This is an optimization exercise on Yosys and OpenROAD, whose aim is small area, a short achievable clock period and few clock cycles, not a production implementation.
The RTL was checked by simulation tests, not by an equivalence proof against the original design.
Power figures rest on the tool's default switching activity, not on a simulated workload.

Setup of v16:
// lmp_decoder
module lmp_decoder (
    input             clk,
    input             rst,         
    input             ev_valid,
    output            ev_ready,
    input      [1:0]  ev_kind,     
    input      [31:0] ev_time,
    output reg        res_valid,
    output reg [3:0]  res_err,     
    output     [32:0] res_period,
    output     [63:0] res_freq,
    output     [15:0] res_nbits,
    output     [3:0]  res_nbytes,
    output     [63:0] res_bytes
);
    localparam E_OK = 4'd0, E_ASYM = 4'd7, E_EMPTY = 4'd8, E_FRAMING = 4'd9;
    reg hold;
    assign ev_ready = ~hold;
    reg        s1_v;
    reg [1:0]  s1_k;
    reg [31:0] s1_t;
    wire take = ev_valid & ~hold;
    always @(posedge clk) begin
        s1_v <= take & ~rst;
        s1_k <= ev_kind;
        s1_t <= ev_kind[0] ? ~ev_time : ev_time;    
    end
    wire        p_v, p_first, p_rb0, p_close, p_asym, p_empty, p0_now;
    wire [31:0] p_w;
    lmp_edge_pairer u_pair (
        .clk    (clk),
        .rst    (rst),
        .ev_v   (s1_v),
        .ev_k   (s1_k),
        .ev_t   (s1_t),
        .p_v    (p_v),
        .p_w    (p_w),
        .p_first(p_first),
        .p_rb0  (p_rb0),
        .p_close(p_close),
        .p_asym (p_asym),
        .p_empty(p_empty),
        .p0_now (p0_now)
    );
    reg  [31:0] f0;
    reg  [32:0] d_d;
    reg         d_first, d_pulse, d_rb0;
    wire [32:0] dsum;
    lmp_add #(.W(33)) u_dsub (
        .a  ({1'b0, p_w}),
        .b  (~{1'b0, f0}),
        .cin(1'b1),
        .s  (dsum));
    always @(posedge clk) begin
        d_d   <= dsum;
        d_rb0 <= p_rb0;
    end
    wire        is_bit, bit_val, bad;
    lmp_classify u_cls (
        .d      (d_d),
        .f0     (f0),
        .rb_zero(d_rb0),
        .is_bit (is_bit),
        .bit_val(bit_val),
        .bad    (bad)
    );
    wire        div_start = p_v & p_first;
    wire        div_busy, div_near, div_done;
    lmp_freq_div u_div (
        .clk   (clk),
        .rst   (rst),
        .start (div_start),
        .f0_in (p_w),
        .f0    (f0),
        .busy  (div_busy),
        .near  (div_near),
        .done  (div_done),
        .freq  (res_freq)
    );
  ...
For scale: about 480 flip-flops, ~0.023 sq mm of cells after synthesis.
export LEC_CHECK = 0
export CAP_MARGIN = 20
export CORE_MARGIN = 2
export CORE_UTILIZATION = 40
export PLACE_DENSITY = 0.6
export SETUP_SLACK_MARGIN = 4.9
export SLEW_MARGIN = 20
create_clock -name core_clock -period 8.0 [get_ports {clk}]
standard.sh (not shown) runs the stock make flow with config.mk's settings and CLKGATE_MAP_FILE= SYNTH_SCRIPT=/design/flow/synth_recipe.tcl, a recipe that flattens the netlist after the stock synthesis.
==> flow/flow/run.sh <==
#!/bin/bash
# Standard layout, with plain buf_1 cells as the port buffers instead of the
# delay buffers buffer_ports picks by default, and clock tree synthesis
# without dummy loads.
set -euo pipefail
export BUFFER_PORTS_ARGS="-buffer_cell sky130_fd_sc_hd__buf_1"
export CTS_ARGS="-sink_clustering_enable -repair_clock_nets -sink_clustering_size 16 -sink_clustering_max_diameter 80 -buf_list sky130_fd_sc_hd__clkbuf_8 -dont_use_dummy_load"
bash standard.sh > standard.log 2>&1
v16 completed end to end with timing, DRC and antenna clean.
Testbench counts of v16, summed over its fixed seeds: cycles 30,458.
Changes in v13 relative to v16:
Settings: TNS_END_PERCENT newly set to 0; SETUP_SLACK_MARGIN changed from 4.9 to 5.
==> run notes <==
Summary of v13 over v16: insertion delay of the later-clocked pin in the worst-skew pair roughly the same; gate count after technology mapping roughly the same; proportion of power drawn by combinational gates roughly the same.
res_period[18] as the endpoint of the most critical setup path was reported by v13, and res_period[1] by v16.
v13 ended with every stage complete and zero timing, DRC or antenna violations.
Changes in v34 relative to v13:
Settings: setting ABC_AREA to 1 for the first time; removing TNS_END_PERCENT (formerly 0).
Results
Re inverter count of the layout excluding clock inverters: v34 is 100% up on v13.
Compared with v13, v34 shows a total via count in the routed design that is about 5.5% higher.
Having completed the whole flow, v34 delivered a layout that passed the timing, design-rule and antenna checks.
v34 ended up with flop to flop as its critical setup path kind; v13 ended up with flop to output pin.
On final period demand of the worst path, v34 does worse than v13.
v13 → v34: wire length on met2 up 6.3%; first-pass iteration count of the detailed router shows no meaningful change; cell area reported after detailed placement did not really move.
Number of non-clock buffers in the layout, v34 and v13: lower on v13
Of the two values seen for top routing layer in use, met5 was produced by v13 and met4 by v34.
The lower met1 layer wirelength in the final routing came out of v34.
Changes observed in v34 relative to v13: first-iteration DRC count went up 143, total number of H-tree levels shows no meaningful change, utilization went up.
For v21, these inputs were changed with respect to v34:
Settings: removing SETUP_SLACK_MARGIN (formerly 5); removing ABC_AREA (formerly 1).
==> flow/flow/run.sh <==
#!/bin/bash
# Standard layout, with plain buf_1 cells as the port buffers instead of the
# delay buffers buffer_ports picks by default, clock tree synthesis without
# dummy loads, and timing repair aiming at a 2.6 ns clock.
set -euo pipefail
export BUFFER_PORTS_ARGS="-buffer_cell sky130_fd_sc_hd__buf_1"
export CTS_ARGS="-sink_clustering_enable -repair_clock_nets -sink_clustering_size 16 -sink_clustering_max_diameter 80 -buf_list sky130_fd_sc_hd__clkbuf_8 -dont_use_dummy_load"
export SETUP_SLACK_MARGIN=5.4
bash standard.sh > standard.log 2>&1
Findings:
v21 completed; timing, DRC and antenna clean. v21 and v34 ended up with nearly the same CTS clock-pin slew for the worst setup and hold paths. Diff v34..v21 | number of placement rows | unchanged. Run comparison: v34 critical path capture point u_div.quo[0]; v21 critical path capture point res_period[3]. Comparing v34 with v21, the synthesized area came out essentially unchanged. Max part of the power in combinational logic across v21 and v34: v21.

* * *

lmp_decoder again, from the RTL that the note above started with.
clock: 8.0 ns
lec_check: 0
cap_margin: 20
core_margin: 2
core_utilization: 40
place_density: 0.6
setup_slack_margin: 5
slew_margin: 20
tns_end_percent: 10
==> flow/flow/run.sh <==
#!/bin/bash
# Standard layout, with plain buf_1 cells as the port buffers instead of the
# delay buffers buffer_ports picks by default, and clock tree synthesis
# without dummy loads.
set -euo pipefail
export BUFFER_PORTS_ARGS="-buffer_cell sky130_fd_sc_hd__buf_1"
export CTS_ARGS="-sink_clustering_enable -repair_clock_nets -sink_clustering_size 16 -sink_clustering_max_diameter 80 -buf_list sky130_fd_sc_hd__clkbuf_8 -dont_use_dummy_load"
bash standard.sh > standard.log 2>&1
Testbench counts at the start, summed over its fixed seeds: cycles 30,458.
Rerun with:
Settings changed: CORE_UTILIZATION 40 to 55, PLACE_DENSITY 0.6 to 0.7, TNS_END_PERCENT 10 to not set.
Outcome: Total power falls by a few percent. Synthesized cell count stays the same. First-iteration DRC count rises by a quarter to a third. Setup slack barely changes. Via count stays flat. Die area falls by a quarter to a third. Sequential power barely changes. Critical path depth rises by 2. Utilization rises by 17 points. Combinational power falls by a little under a tenth.
Rerun with:
--- a/flow/flow/run.sh
+++ b/flow/flow/run.sh
@@ -7 +7 @@
-export CTS_ARGS="-sink_clustering_enable -repair_clock_nets -sink_clustering_size 16 -sink_clustering_max_diameter 80 -buf_list sky130_fd_sc_hd__clkbuf_8 -dont_use_dummy_load"
+export CTS_ARGS="-sink_clustering_enable -repair_clock_nets -sink_clustering_size 16 -sink_clustering_max_diameter 80 -buf_list sky130_fd_sc_hd__clkbuf_8 -root_buf sky130_fd_sc_hd__clkbuf_16 -dont_use_dummy_load"
Settings changed: CORE_UTILIZATION 55 to 40, PLACE_DENSITY 0.7 to 0.6.
After rerunning: The changed run produced a clean layout; total power rises by about 2.2%; via count stays flat; fmax rises by about 4%; cell count rises by 7.3%; first-iteration DRC count falls by 12%; synthesized area stays the same; worst setup slack gets better by 0.12 ns; global-route usage falls by 5.6 points; combinational power rises by about 2%; core utilization falls by 17 points; sequential cell count does not change.

* * *

== quartz ==
lmp_decoder again, from the RTL that the note above started with.
==> flow/config.mk <==
export PLATFORM = sky130hd
export DESIGN_NAME = lmp_decoder
export DESIGN_NICKNAME = lmp_decoder
export VERILOG_FILES = /design/flow/design.v
export SDC_FILE = /design/flow/constraint.sdc
export NUM_CORES = 4
export LEC_CHECK = 0
export CAP_MARGIN = 20
export CORE_MARGIN = 2
export CORE_UTILIZATION = 40
export PLACE_DENSITY = 0.6
export SETUP_SLACK_MARGIN = 4.8
export SLEW_MARGIN = 20
==> flow/constraint.sdc <==
create_clock -name core_clock -period 8.0 [get_ports {clk}]
set_input_delay 1.6000 -clock core_clock [delete_from_list [all_inputs] [get_ports {clk}]]
set_output_delay 1.6000 -clock core_clock [all_outputs]
set_load 0.01 [all_outputs]
==> flow/flow/run.sh <==
#!/bin/bash
# Standard layout, with plain buf_1 cells as the port buffers instead of the
# delay buffers buffer_ports picks by default, and clock tree synthesis
# without dummy loads.
set -euo pipefail
export BUFFER_PORTS_ARGS="-buffer_cell sky130_fd_sc_hd__buf_1"
export CTS_ARGS="-sink_clustering_enable -repair_clock_nets -sink_clustering_size 16 -sink_clustering_max_diameter 80 -buf_list sky130_fd_sc_hd__clkbuf_8 -dont_use_dummy_load"
bash standard.sh > standard.log 2>&1
quartz: no failed stages, no open violations at the end
Testbench counts of quartz, summed over its fixed seeds: cycles 30,458.
The inputs of garnet differ from those of quartz as listed below.
Settings: a change of SETUP_SLACK_MARGIN from 4.8 to 5.
==> run notes <==
garnet against quartz: length of the first detailed-routing pass in iterations saw an increase; internal power consumption saw an increase; via count saw an increase; clock skew saw a decrease; register area saw little to no change. res_period[9] as the critical path endpoint was reported by quartz, and res_period[2] by garnet. Of garnet and quartz, it is garnet that has the higher area of the multi-input gates. Compared with quartz, garnet shows fmax higher by 4.7%. The run showing the smaller clock period minus worst slack is garnet. Total power came out higher on garnet than on quartz. [compare] base=quartz new=garnet: number of buffers outside the clock class in the layout went up 51; detailed-route wire length per cell went up 0.31 um.
> inputs changed (garnet -> raven)
==> flow/flow/run.sh <==
#!/bin/bash
# Standard layout, with plain buf_1 cells as the port buffers instead of the
# delay buffers buffer_ports picks by default, and clock tree synthesis
# without dummy loads.
set -euo pipefail
export BUFFER_PORTS_ARGS="-buffer_cell sky130_fd_sc_hd__buf_1"
export CTS_ARGS="-sink_clustering_enable -repair_clock_nets -sink_clustering_size 24 -sink_clustering_max_diameter 80 -buf_list sky130_fd_sc_hd__clkbuf_16 -root_buf sky130_fd_sc_hd__clkbuf_16 -dont_use_dummy_load"
bash standard.sh > standard.log 2>&1
Findings:
[raven vs garnet] layout clock buffer count: lower in raven
Compared with garnet, in raven clock skew now sits lower; remaining max-slew budget at the tightest pin has increased.
Of garnet and raven, the run reporting the lower met2 track demand over resource was raven.
raven vs. garnet: area growth from synthesis to layout held steady, final cell count without fillers shrank by 32.
## Diff of input files: yarrow against raven
==> flow/flow/run.sh <==
#!/bin/bash
# Standard layout, with plain buf_1 cells as the port buffers instead of the
# delay buffers buffer_ports picks by default, and clock tree synthesis
# without dummy loads.
set -euo pipefail
export BUFFER_PORTS_ARGS="-buffer_cell sky130_fd_sc_hd__buf_1"
export CTS_ARGS="-sink_clustering_enable -repair_clock_nets -sink_clustering_size 12 -sink_clustering_max_diameter 60 -buf_list sky130_fd_sc_hd__clkbuf_8 -dont_use_dummy_load"
bash standard.sh > standard.log 2>&1
Results
- yarrow vs. raven: share of power burned in combinational logic went up by 0.4 points.
- Between raven and yarrow, the diode insertion count for antenna repair is lower for raven.
- Max synthesis-to-finish area growth across raven and yarrow: yarrow
- Comparing yarrow with raven, the sum of internal, switching and leakage power came out essentially unchanged.
- yarrow against raven; wire length is up by a few percent.
- Worst setup slack, raven and yarrow: higher on raven
- Relative to raven, the global-route usage of yarrow is higher by 0.58 points.

==> what the ideal ports hide <==
No port has a modelled driver above. Below, the same layouts with a new extraction and two added sets of constraints. Step 1, drivers: a clkbuf_16 drives clk and a buf_2 each remaining input, both assumed. Step 2 also shifts input and output timing later by t, the mid clock arrival at the registers, as if the neighbouring blocks saw the same clock. Slacks: no drivers / after step 1 / after step 2; pairs: no drivers / after step 1.
run | t (ns) | slack for setup (ns) | worst hold slack (ns) | worst data-port slew with drivers (ns)
v16 | 0.647 | 4.894 / 4.840 / 4.533 | 0.335 / 0.335 / 0.335 | 0.07
v13 | 0.655 | 4.875 / 4.820 / 4.470 | 0.333 / 0.333 / 0.333 | 0.07
v34 | 0.637 | 4.782 / 4.776 / 4.690 | 0.304 / 0.304 / 0.304 | 0.03
v21 | 0.648 | 4.917 / 4.860 / 4.872 | 0.330 / 0.330 / 0.330 | 0.06
the first run of note 2 | 0.648 | 4.865 / 4.816 / 4.458 | 0.334 / 0.334 / 0.334 | 0.06
the second run of note 2 | 0.635 | 4.864 / 4.810 / 4.745 | 0.334 / 0.334 / 0.334 | 0.06
the third run of note 2 | 0.574 | 4.981 / 4.925 / 4.690 | 0.334 / 0.334 / 0.334 | 0.07
quartz | 0.658 | 4.837 / 4.786 / 4.451 | 0.340 / 0.340 / 0.340 | 0.08
garnet | 0.643 | 4.979 / 4.927 / 4.483 | 0.334 / 0.334 / 0.334 | 0.07
raven | 0.626 | 4.874 / 4.818 / 4.511 | 0.328 / 0.328 / 0.328 | 0.07
yarrow | 0.667 | 4.847 / 4.793 / 4.487 | 0.307 / 0.307 / 0.307 | 0.07
After both steps every run listed still meets setup and hold. For garnet, which loses most, drivers alone change the setup slack by -0.052 ns; drivers and shift together by -0.496 ns.
